This is an optimization exercise on Yosys and OpenROAD, whose aim is small area, a short achievable clock period and few clock cycles per item, not a production implementation. The RTL was checked by simulation tests, not by an equivalence proof against the original design.

== the reference run ==
Design oblv_ks, start of the top module:
module oblv_ks (
  input             clk,
  input             rst_n,
  input             cmd_valid,
  output            cmd_ready,
  input             cmd_op,        
  input      [15:0] cmd_len,
  input      [31:0] cmd_iv,
  input             din_valid,
  output            din_ready,
  input      [7:0]  din,
  output            dout_valid,
  input             dout_ready,
  output     [7:0]  dout,
  output     [31:0] iv_out
);
==> flow/config.mk <==
export PLATFORM = sky130hd
export DESIGN_NAME = oblv_ks
export DESIGN_NICKNAME = oblv_ks
export VERILOG_FILES = /design/flow/design.v
export SDC_FILE = /design/flow/constraint.sdc
export NUM_CORES = 4
export LEC_CHECK = 0
export CAP_MARGIN = 20
export CELL_PAD_IN_SITES_DETAIL_PLACEMENT = 0
export CELL_PAD_IN_SITES_GLOBAL_PLACEMENT = 1
export CORE_MARGIN = 2
export CORE_UTILIZATION = 50
export PLACE_DENSITY = 0.62
export SETUP_SLACK_MARGIN = 3.5
export SLEW_MARGIN = 20
==> flow/constraint.sdc <==
create_clock -name core_clock -period 9.0 [get_ports {clk}]
set_input_delay 1.8000 -clock core_clock [delete_from_list [all_inputs] [get_ports {clk}]]
set_output_delay 1.8000 -clock core_clock [all_outputs]
set_load 0.01 [all_outputs]
standard.sh (not shown) runs the stock make flow with config.mk's settings and CLKGATE_MAP_FILE= SYNTH_SCRIPT=/design/flow/synth_recipe.tcl, a recipe that flattens the netlist after the stock synthesis.
==> flow/flow/run.sh <==
#!/bin/bash
# The standard layout (standard.sh), with one change in synthesis: abc maps
# with flow/abc_nf.script. Registers and everything after synthesis are as
# in the standard flow.
set -euo pipefail
HERE=$(pwd)
cat flow/abc_wrap.tcl synth_recipe.tcl > my_synth.tcl
export MY_ABC_SCRIPT=$HERE/flow/abc_nf.script
sed "s#SYNTH_SCRIPT=[^ ]*#SYNTH_SCRIPT=$HERE/my_synth.tcl#" standard.sh > my_standard.sh
bash my_standard.sh "$@" > make_flow.log 2>&1
==> flow/flow/abc_nf.script <==
strash
dc2
dc2
strash
&get -n
&dch -f
&nf -R 1000
&put
buffer -c
topo
stime -c
upsize -c
dnsize -c
==> flow/flow/abc_wrap.tcl <==
# Put before synth_recipe.tcl: abc maps with flow/abc_nf.script (area-oriented
# &nf mapping) instead of the ORFS script; everything else is unchanged.
proc abc {args} {
  set i [lsearch -exact $args -script]
  if {$i >= 0} {
    set args [lreplace $args $i [expr {$i + 1}] -script $::env(MY_ABC_SCRIPT)]
  }
  yosys abc {*}$args
}
Testbench counts of the reference run, summed over its fixed seeds: cycles 152,580, bytes 150,596.
The inputs of the trial run differ from those of the reference run as listed below.
--- a/flow/design.v
+++ b/flow/design.v
@@ -475,17 +475,16 @@
       end
     end
   endfunction
   reg [31:0]  iv;            
   reg [31:0]  civ;           
   reg         ev;
   reg [1:0]   ev_step;
   reg [1:0]   ev_ph;
-  reg [7:0]   ev_in;         
   reg [7:0]   ev_r;          
   reg [7:0]   ev_n2;         
   reg [127:0] st;            
   reg [3:0]   rnd;           
   reg         e_act;         
   reg         e_tile;        
   reg         pend;          
   reg [15:0]  e_rem;         
@@ -493,18 +492,20 @@
   reg [6:0]   e_blk;         
   reg         e_first;       
   reg [127:0] ks;
   reg         ks_v;
   reg [3:0]   bidx;
   reg [3:0]   ks_end;
   reg [7:0]   dout_r;
   reg         dout_v;
+  reg [7:0]   sk_r;
+  reg         sk_v;
   assign cmd_ready  = !ev && !pend && (!e_act || e_rem == 16'd0);
-  assign din_ready  = ks_v && (!dout_v || dout_ready);
+  assign din_ready  = ks_v && !sk_v;
   assign dout_valid = dout_v;
   assign dout       = dout_r;
   assign iv_out     = iv;
   wire cmd_fire = cmd_valid && cmd_ready;
   wire din_fire = din_valid && din_ready;
   wire [127:0] t_ss    = sub_shift(st);
   wire         last_r  = (rnd == 4'd14);
   wire         load_r  = (rnd == 4'd0) || last_r;
@@ -569,59 +570,64 @@
         end else begin
           e_end <= n_lc[3:0] - 4'd1;
           e_rem <= e_rem - {11'd0, n_lc};
         end
       end
     end
   end
   wire [7:0] ev_x  = civ[8*ev_step +: 8];
-  wire [7:0] ev_T  = iv_sbox(ev_in);
+  wire [7:0] ev_in = (ev_ph == 2'd0) ? iv[15:8] : (ev_ph == 2'd1) ? iv[31:24] : ev_x;
   wire [7:0] n0 = iv[7:0];
   wire [7:0] n1 = iv[15:8] - (iv[23:16] ^ ev_r);
   wire [7:0] n3 = (iv[31:24] - n0) + ev_r;
   wire [31:0] ev_w = {n3, ev_n2, n1, n0};
-  wire [31:0] ev_rot = {ev_w[28:0], ev_w[31:29]};
   always @(posedge clk) begin
     if (!rst_n) begin
       iv <= 32'h0;
       ev <= 1'b0;
     end else if (cmd_fire && !cmd_op) begin
       iv <= cmd_iv;
     end else if (c_start) begin
       civ     <= iv;
       iv      <= SEED;
-      ev_in   <= SEED[15:8];
       ev      <= 1'b1;
       ev_step <= 2'd0;
       ev_ph   <= 2'd0;
     end else if (ev) begin
       ev_ph <= ev_ph + 2'd1;
-      ev_r  <= ev_T;
+      if (ev_ph != 2'd3)
+        ev_r <= iv_sbox(ev_in);
       case (ev_ph)
-        2'd0: ev_in <= iv[31:24];
-        2'd1: begin
-          iv[7:0] <= iv[7:0] + (ev_r - ev_x);
-          ev_in   <= ev_x;
-        end
+        2'd1: iv[7:0] <= iv[7:0] + (ev_r - ev_x);
         2'd2: ev_n2 <= (ev_r + ev_x) ^ iv[23:16];
-        default: begin
-          iv      <= ev_rot;
-          ev_in   <= ev_rot[15:8];
+        2'd3: begin
+          iv      <= {ev_w[28:0], ev_w[31:29]};
           ev_step <= ev_step + 2'd1;
           if (ev_step == 2'd3)
             ev <= 1'b0;
         end
+        default: ;
       endcase
     end
   end
   wire [7:0] ks_byte = ks[8*bidx +: 8];
+  wire [7:0] x_byte  = din ^ ks_byte;
   always @(posedge clk) begin
     if (!rst_n) begin
       dout_v <= 1'b0;
-    end else if (din_fire) begin
-      dout_r <= din ^ ks_byte;
+      sk_v   <= 1'b0;
+    end else if (dout_v && !dout_ready) begin
+      if (din_fire) begin
+        sk_r <= x_byte;
+        sk_v <= 1'b1;
+      end
+    end else if (sk_v) begin
+      dout_r <= sk_r;
       dout_v <= 1'b1;
-    end else if (dout_ready) begin
-      dout_v <= 1'b0;
+      sk_v   <= 1'b0;
+    end else begin
+      dout_v <= din_fire;
+      if (din_fire)
+        dout_r <= x_byte;
     end
   end
 endmodule
==> comparison <==
- Taking the reference run as the reference, in the trial run maximum number of pins on one net before global-route repair lower; fraction of the core area covered by cells at the end of the flow went down.
- Routability-driven placement congestion ratio: the trial run and the reference run compared, lower one is the trial run
- Between the trial run and the reference run, the floorplan core area does not differ in any meaningful way.
- The trial run: done, clean on timing, DRC and antenna
- The reference run -> the trial run: netlist area before placement flat
- The reference run -> the trial run: count of cells resized by post-cts repair increased by a little under 10%
- [diff] least setup slack across all paths after layout, the trial run relative to the reference run: regression
- The trial run vs the reference run: count of clock-buffer cells in the layout up in the trial run
- On worst hold slack after final layout: between the trial run and the reference run, it ends up lower for the trial run.
- The number of standard cells after synthesis in the trial run sits about 0.4% above the value recorded for the reference run.
- Between the trial run and the reference run, the difference in die area is negligible.
- Area of the multi-input gates was lower in the trial run than in the reference run.
- Final-layout clock-cell area share: the trial run vs the reference run — no meaningful difference
Testbench counts of the trial run, summed over its fixed seeds: cycles 152,580, bytes 150,596.

[static timing again, ports no longer ideal]
Ports are ideal in the flow. The routed layouts listed here were re-timed in OpenROAD.
Step 1 (the two cells are an assumption about what drives the block):
set clk [get_ports {clk}]
set_driving_cell -lib_cell sky130_fd_sc_hd__clkbuf_16 $clk
set_driving_cell -lib_cell sky130_fd_sc_hd__buf_2 [delete_from_list [all_inputs] $clk]
Step 2 moves the port delays by t, midway between the first and last clock arrival at a register: inputs arrive t later, outputs are due t later. That takes back most of the time a late clock gives input paths.
a / b / c = ideal / step 1 / step 2; a / b = the first two.
run | shift t [ns] | setup WS [ns] | worst setup path at the end | latest minus earliest clock arrival (ns) | worst data-port slew with drivers (ns)
the reference run | 0.660 | 3.593 / 3.593 / 3.251 | input to register | 0.035 / 0.036 | 0.04
the trial run | 0.686 | 3.585 / 3.585 / 3.585 | register to register | 0.041 / 0.041 | 0.04
After both steps setup and hold are still met in every run listed. The setup slack of the reference run, which loses most, moves by 0.000 ns with the drivers and by -0.342 ns with both steps.
